This design comes from an exercise in tuning for small area, a short achievable clock period and few clock cycles per item on the open sky130 flow, not from production work. At most, simulation tests tie the RTL to the original design; equivalence was not proved. Power figures rest on the tool's default switching activity, not on a simulated workload.

run R:
==> flow/design.v (excerpt) <==
module apt_frame_parser (
    input  wire        clk,
    input  wire        rst,
    input  wire        in_valid,
    input  wire [7:0]  in_data,
    output wire        in_ready,
    output wire        out_valid,
    input  wire        out_ready,
    output reg  [1:0]  out_kind,
    output wire [1:0]  out_err,
    output reg  [15:0] out_msgid,
    output reg  [6:0]  out_dest,
    output reg  [7:0]  out_source,
    output reg         out_long,
    output reg  [7:0]  out_param1,
    output reg  [7:0]  out_param2,
    output reg  [63:0] out_f0,
    output reg  [31:0] out_f1,
    output reg  [31:0] out_f2,
    output wire [31:0] out_f3,
    output wire [12:0] out_status
);
    reg         oval;        
    reg         inpay;       
    reg         far;         
    reg         kn;          
    reg  [15:0] q;           
    reg         err_enum;    
    reg  [12:0] st;          
    reg  [2:0]  f3h;         
    reg  [7:0]  nx0;
    reg         rdy;
    assign in_ready   = rdy;
    assign out_valid  = oval;
    assign out_err    = {err_enum, !err_enum};
    assign out_status = st;
    assign out_f3     = {16'd0, f3h, st};
    wire        take = in_valid && in_ready;
    wire [7:0]  d    = in_data;
    wire [15:0] len  = {out_param2, out_param1};
    wire        hdr5 = !inpay && q[2:0] == 3'd5;
    wire        last = hdr5 ? (!out_long || len == 16'd0) : (inpay && q == len);
    function h(input integer k);
        h = take && !inpay && q[2:0] == k;
    endfunction
    function p(input integer k);
        p = take && inpay && !far && q[3:0] == k - 5;
    endfunction
    wire        c1  = kn && out_msgid[3:0] == 4'h1;
    wire        c2  = kn && out_msgid[3:0] == 4'h2;
    wire        c3  = kn && out_msgid[3:0] == 4'h3;
    wire        c4  = kn && out_msgid[3:0] == 4'h4;
    wire        c5  = kn && out_msgid[3:0] == 4'h5;
    wire        c6  = kn && out_msgid[3:0] == 4'h6;
    wire        c7  = kn && out_msgid[3:0] == 4'h7;
    wire        c8  = kn && out_msgid[3:0] == 4'h8;
    wire        known = kn;
    wire        kn_d = d == 8'h10 && nx0[7:4] == 4'h0 &&
                       nx0[3:0] != 4'h0 && nx0[3:0] <= 4'h8;
    wire        l4   = len[15:2] == 14'd0;
    wire        l6   = len[15:3] == 13'd0 && len[2:1] != 2'b11;
    wire        l8   = len[15:3] == 13'd0;
    wire        l14  = len[15:4] == 12'd0 && len[3:1] != 3'b111;
  ...
For scale: about 860 cells after synthesis, about 220 flip-flops, about 240 I/O pins, roughly 0.010 sq mm of cells after synthesis.
==> module apt_frame_parser, before the edit <==
module apt_frame_parser (
    input  wire        clk,
    input  wire        rst,
    input  wire        in_valid,
    input  wire [7:0]  in_data,
    output wire        in_ready,
    output wire        out_valid,
    input  wire        out_ready,
    output reg  [1:0]  out_kind,
    output wire [1:0]  out_err,
    output reg  [15:0] out_msgid,
    output reg  [6:0]  out_dest,
    output reg  [7:0]  out_source,
    output reg         out_long,
    output reg  [7:0]  out_param1,
    output reg  [7:0]  out_param2,
    output reg  [63:0] out_f0,
    output reg  [31:0] out_f1,
    output reg  [31:0] out_f2,
    output wire [31:0] out_f3,
    output wire [12:0] out_status
);
    reg         oval;        
    reg         inpay;       
    reg         far;         
    reg         kn;          
    reg  [15:0] q;           
    reg         err_enum;    
    reg  [12:0] st;          
    reg  [2:0]  f3h;         
    reg  [7:0]  nx0;
    reg         rdy;
    assign in_ready   = rdy;
    assign out_valid  = oval;
    assign out_err    = {err_enum, !err_enum};
    assign out_status = st;
    assign out_f3     = {16'd0, f3h, st};
    wire        take = in_valid && in_ready;
    wire [7:0]  d    = in_data;
    wire [15:0] len  = {out_param2, out_param1};
    wire        hdr5 = !inpay && q[2:0] == 3'd5;
    wire        last = hdr5 ? (!out_long || len == 16'd0) : (inpay && q == len);
    function h(input integer k);
        h = take && !inpay && q[2:0] == k;
    endfunction
    function p(input integer k);
        p = take && inpay && !far && q[3:0] == k - 5;
    endfunction
    wire        c1  = kn && out_msgid[3:0] == 4'h1;
    wire        c2  = kn && out_msgid[3:0] == 4'h2;
    wire        c3  = kn && out_msgid[3:0] == 4'h3;
    wire        c4  = kn && out_msgid[3:0] == 4'h4;
    wire        c5  = kn && out_msgid[3:0] == 4'h5;
    wire        c6  = kn && out_msgid[3:0] == 4'h6;
    wire        c7  = kn && out_msgid[3:0] == 4'h7;
    wire        c8  = kn && out_msgid[3:0] == 4'h8;
    wire        known = kn;
    wire        kn_d = d == 8'h10 && nx0[7:4] == 4'h0 &&
                       nx0[3:0] != 4'h0 && nx0[3:0] <= 4'h8;
    wire        l4   = len[15:2] == 14'd0;
    wire        l6   = len[15:3] == 13'd0 && len[2:1] != 2'b11;
    wire        l8   = len[15:3] == 13'd0;
    wire        l14  = len[15:4] == 12'd0 && len[3:1] != 3'b111;
    wire        lshort = c2 ? l6 : c4 ? l4 : c8 ? l8 : l14;
    wire        too_short = (c2 | c3 | c4 | c6 | c7 | c8) && (!out_long || lshort);
    wire        bad_enum  = c1 && out_param2 != 8'd1 && out_param2 != 8'd2;
    wire [18:0] adc = {3'd0, d, out_f1[7:0]} + {1'b0, d, out_f1[7:0], 2'b00};
    wire [7:0]  dz = d & {8{inpay}};
    wire        at0 = !inpay && q[2:0] == 3'd0;
    always @(posedge clk) begin
        if (rst)
            rdy <= 1'b1;
        else
            rdy <= (take && last) || !oval || out_ready || (at0 && !take);
    end
    always @(posedge clk) begin
        if (rst) begin
            oval  <= 1'b0;
            inpay <= 1'b0;
            far   <= 1'b0;
            q     <= 16'd0;
        end else begin
            if (out_ready)
                oval <= 1'b0;
            if (take) begin
                if (last) begin
                    oval  <= 1'b1;
                    inpay <= 1'b0;
                    far   <= 1'b0;
                    q     <= 16'd0;
                end else if (hdr5) begin
                    inpay <= 1'b1;
                    q     <= 16'd1;
                end else begin
                    q     <= q + 16'd1;
                    if (inpay && q[3:0] == 4'd14)
                        far <= 1'b1;
                end
            end
        end
    end
    wire c2378 = c2 | c3 | c7 | c8;
    wire c237  = c2 | c3 | c7;
    wire c37   = c3 | c7;
    wire n15   = !(c1 | c5);
    always @(posedge clk) begin
        if (h(0)) nx0 <= d;
        if (h(1)) begin
            out_msgid       <= {d, nx0};
            kn              <= kn_d;
        end
        if (h(2)) out_param1      <= d;
        if (h(3)) out_param2      <= d;
        if (h(4)) begin
            out_long <= d[7];
            out_dest <= d[6:0];
        end
        if (h(5)) begin
            out_source <= d;
            out_kind   <= !known ? 2'd1 : (too_short || bad_enum) ? 2'd2 : 2'd0;
            err_enum   <= !too_short;
        end
        if (h(2))
            out_f0[7:0] <= {d[7:4] & {4{!c5}}, d[3:0]};
        else if (p(6) && n15)
            out_f0[7:0] <= d;
        else if (p(7) && c4)
            out_f0[7:0] <= adc[7:0];
        if (p(7) && c4)
            out_f0[15:8] <= adc[15:8];
        else if (h(2) || (p(7) && n15))
            out_f0[15:8] <= dz;
        if (p(7) && c4)
            out_f0[23:16] <= {5'd0, adc[18:16]};
        else if (h(2) || (p(8) && c6))
            out_f0[23:16] <= dz;
        if (h(2) || (p(9) && c6))  out_f0[31:24] <= dz;
        if (h(2) || (p(10) && c6)) out_f0[39:32] <= dz;
        if (h(2) || (p(11) && c6)) out_f0[47:40] <= dz;
        if (h(2) || (p(12) && c6)) out_f0[55:48] <= dz;
        if (h(2) || (p(13) && c6)) out_f0[63:56] <= dz;
        if (h(3))
            out_f1[7:0] <= {7'd0, d == 8'd1};
        else if (p(9) && c4)
            out_f1[7:0] <= adc[7:0];
        else if ((p(6) && c4) || (p(8) && n15) || (p(14) && c6))
            out_f1[7:0] <= d;
        if (p(9) && c4)
            out_f1[15:8] <= adc[15:8];
        else if (h(3) || (p(9) && c2378) || (p(15) && c6))
            out_f1[15:8] <= dz;
        if (p(9) && c4)
            out_f1[23:16] <= {5'd0, adc[18:16]};
        else if (p(15) && c6)
            out_f1[23:16] <= {8{d[7]}};
        else if (h(3) || (p(10) && c237))
            out_f1[23:16] <= dz;
        if (p(15) && c6)
            out_f1[31:24] <= {8{d[7]}};
        else if (h(3) || (p(11) && c237))
            out_f1[31:24] <= dz;
        if ((p(10) && c8) || (p(12) && c37) || (p(16) && c6))
            out_f2[7:0] <= d;
        if ((p(11) && c8) || (p(13) && c37) || (p(17) && c6))
            out_f2[15:8] <= d;
        if (h(4) || (p(14) && c3) || (p(18) && c6))
            out_f2[23:16] <= dz;
        if (h(4) || (p(15) && c3) || (p(19) && c6))
            out_f2[31:24] <= dz;
        if (p(12) && c8)
            st[7:0] <= d;
        if (p(13) && c8)
            {f3h, st[12:8]} <= d;
        if (p(16) && c37)
            st[5:0] <= {d[7:4], d[1:0]};
        if (p(17) && c37)
            st[10:6] <= {d[6:4], d[2:1]};
        if (p(19) && c37)
            st[12:11] <= {d[7], d[0]};
    end
endmodule
Settings: LEC_CHECK=0, ABC_CLOCK_PERIOD_IN_PS=2000, CAP_MARGIN=20, CORE_MARGIN=2, CORE_UTILIZATION=40, CTS_CLUSTER_DIAMETER=80, CTS_CLUSTER_SIZE=24, PLACE_DENSITY=0.68, SETUP_SLACK_MARGIN=2.2, SLEW_MARGIN=20; clock period 4.5 ns.
standard.sh (not shown) runs the stock make flow with config.mk's settings and CLKGATE_MAP_FILE= SYNTH_SCRIPT=/design/flow/synth_recipe.tcl, a recipe that flattens the netlist after the stock synthesis.
==> flow/flow/run.sh <==
#!/bin/bash
# The standard layout (the standard.sh) with two changes: port buffers of
# sky130_fd_sc_hd__buf_1, and no full/half-adder cell extraction in synthesis
# (ADDER_MAP_FILE empty), so abc maps the adders for speed.
set -uo pipefail
bash standard.sh "BUFFER_PORTS_ARGS=-buffer_cell sky130_fd_sc_hd__buf_1" "ADDER_MAP_FILE=" finish > standard.log 2>&1
Run R ran to completion and came out clean on the timing, design-rule and antenna checks.
Testbench counts of run R, summed over its fixed seeds: cycles 48,895, items 3,200.
Relative to run R, the following input files were edited for run Y:
--- a/flow/design.v
+++ b/flow/design.v
@@ -14,7 +14,7 @@
     output reg         out_long,
     output reg  [7:0]  out_param1,
     output reg  [7:0]  out_param2,
-    output reg  [63:0] out_f0,
+    output wire [63:0] out_f0,
     output reg  [31:0] out_f1,
     output reg  [31:0] out_f2,
     output wire [31:0] out_f3,
@@ -24,6 +24,8 @@
     reg         inpay;       
     reg         far;         
     reg         kn;          
+    reg         is6;         
+    reg  [47:0] f0r;         
     reg  [15:0] q;           
     reg         err_enum;    
     reg  [12:0] st;          
@@ -35,6 +37,7 @@
     assign out_err    = {err_enum, !err_enum};
     assign out_status = st;
     assign out_f3     = {16'd0, f3h, st};
+    assign out_f0     = {{f3h, st} & {16{is6}}, f0r};
     wire        take = in_valid && in_ready;
     wire [7:0]  d    = in_data;
     wire [15:0] len  = {out_param2, out_param1};
@@ -108,6 +111,7 @@
         if (h(1)) begin
             out_msgid       <= {d, nx0};
             kn              <= kn_d;
+            is6             <= kn_d && nx0[3:0] == 4'h6;
         end
         if (h(2)) out_param1      <= d;
         if (h(3)) out_param2      <= d;
@@ -121,24 +125,22 @@
             err_enum   <= !too_short;
         end
         if (h(2))
-            out_f0[7:0] <= {d[7:4] & {4{!c5}}, d[3:0]};
+            f0r[7:0] <= {d[7:4] & {4{!c5}}, d[3:0]};
         else if (p(6) && n15)
-            out_f0[7:0] <= d;
+            f0r[7:0] <= d;
         else if (p(7) && c4)
-            out_f0[7:0] <= adc[7:0];
+            f0r[7:0] <= adc[7:0];
         if (p(7) && c4)
-            out_f0[15:8] <= adc[15:8];
+            f0r[15:8] <= adc[15:8];
         else if (h(2) || (p(7) && n15))
-            out_f0[15:8] <= dz;
+            f0r[15:8] <= dz;
         if (p(7) && c4)
-            out_f0[23:16] <= {5'd0, adc[18:16]};
+            f0r[23:16] <= {5'd0, adc[18:16]};
         else if (h(2) || (p(8) && c6))
-            out_f0[23:16] <= dz;
-        if (h(2) || (p(9) && c6))  out_f0[31:24] <= dz;
-        if (h(2) || (p(10) && c6)) out_f0[39:32] <= dz;
-        if (h(2) || (p(11) && c6)) out_f0[47:40] <= dz;
-        if (h(2) || (p(12) && c6)) out_f0[55:48] <= dz;
-        if (h(2) || (p(13) && c6)) out_f0[63:56] <= dz;
+            f0r[23:16] <= dz;
+        if (h(2) || (p(9) && c6))  f0r[31:24] <= dz;
+        if (h(2) || (p(10) && c6)) f0r[39:32] <= dz;
+        if (h(2) || (p(11) && c6)) f0r[47:40] <= dz;
         if (h(3))
             out_f1[7:0] <= {7'd0, d == 8'd1};
         else if (p(9) && c4)
@@ -167,9 +169,9 @@
             out_f2[23:16] <= dz;
         if (h(4) || (p(15) && c3) || (p(19) && c6))
             out_f2[31:24] <= dz;
-        if (p(12) && c8)
+        if (p(12) && (c6 || c8))
             st[7:0] <= d;
-        if (p(13) && c8)
+        if (p(13) && (c6 || c8))
             {f3h, st[12:8]} <= d;
         if (p(16) && c37)
             st[5:0] <= {d[7:4], d[1:0]};
### Flow results
[compare] base=run R new=run Y: slew at the pin with the worst max-slew slack lower, final-layout worst hold slack saw little to no change.
Diff run R..run Y | count of pins on the block boundary | unchanged
Looking only at data arrival time of the critical path, and setting everything else aside, the lower value of run Y and run R goes to run R.
In run Y, the total clock buffers created by CTS came out 1 above the value in run R.
Diff run R -> run Y: antenna diode instance count now sits at about the same level, minimum clock period +0.20 ns, post-route standard cell area excluding fillers shows an increase of 270 sq um.
Diff run Y and run R: count of clock-buffer cells in the layout higher in run R
The global-route wire length before repair in run Y was higher than what run R gave.
Per the final summary, run Y finished and its layout is clean on timing, DRC and antenna.
From run R to run Y the numbers moved as follows: buffer count excluding the clock tree in the final layout rose by 33; met2 usage in global routing rose 1.6 points; total power has decreased.
Function not checked in run Y: the RTL went through the layout flow alone.

## re-timing with driven ports
How much do the figures lean on ideal ports? The routed layouts below were timed once more, with nothing changed but the port constraints.
Step 1 sets driving cells, clkbuf_16 on the clock port and buf_2 on the other inputs (assumed; they add their load-dependent delay and slew).
Step 2 adds t to the input delays and takes it off the output delays; t is the mean of the earliest and latest rising clock arrival at the registers after step 1. Input paths then give back, and output paths get back, about the clock's delay inside the block.
a / b / c = ideal / step 1 / step 2; a / b = the first two.
run	t, ns	slack for setup (ns)	worst setup path at the end
run R	0.520	2.227 / 2.232 / 1.715	input to register
run Y	0.519	2.031 / 2.036 / 1.517	input to register
After both steps setup and hold are still met in every run listed. For run Y, which loses most, drivers alone change the setup slack by +0.005 ns; drivers and shift together by -0.514 ns.
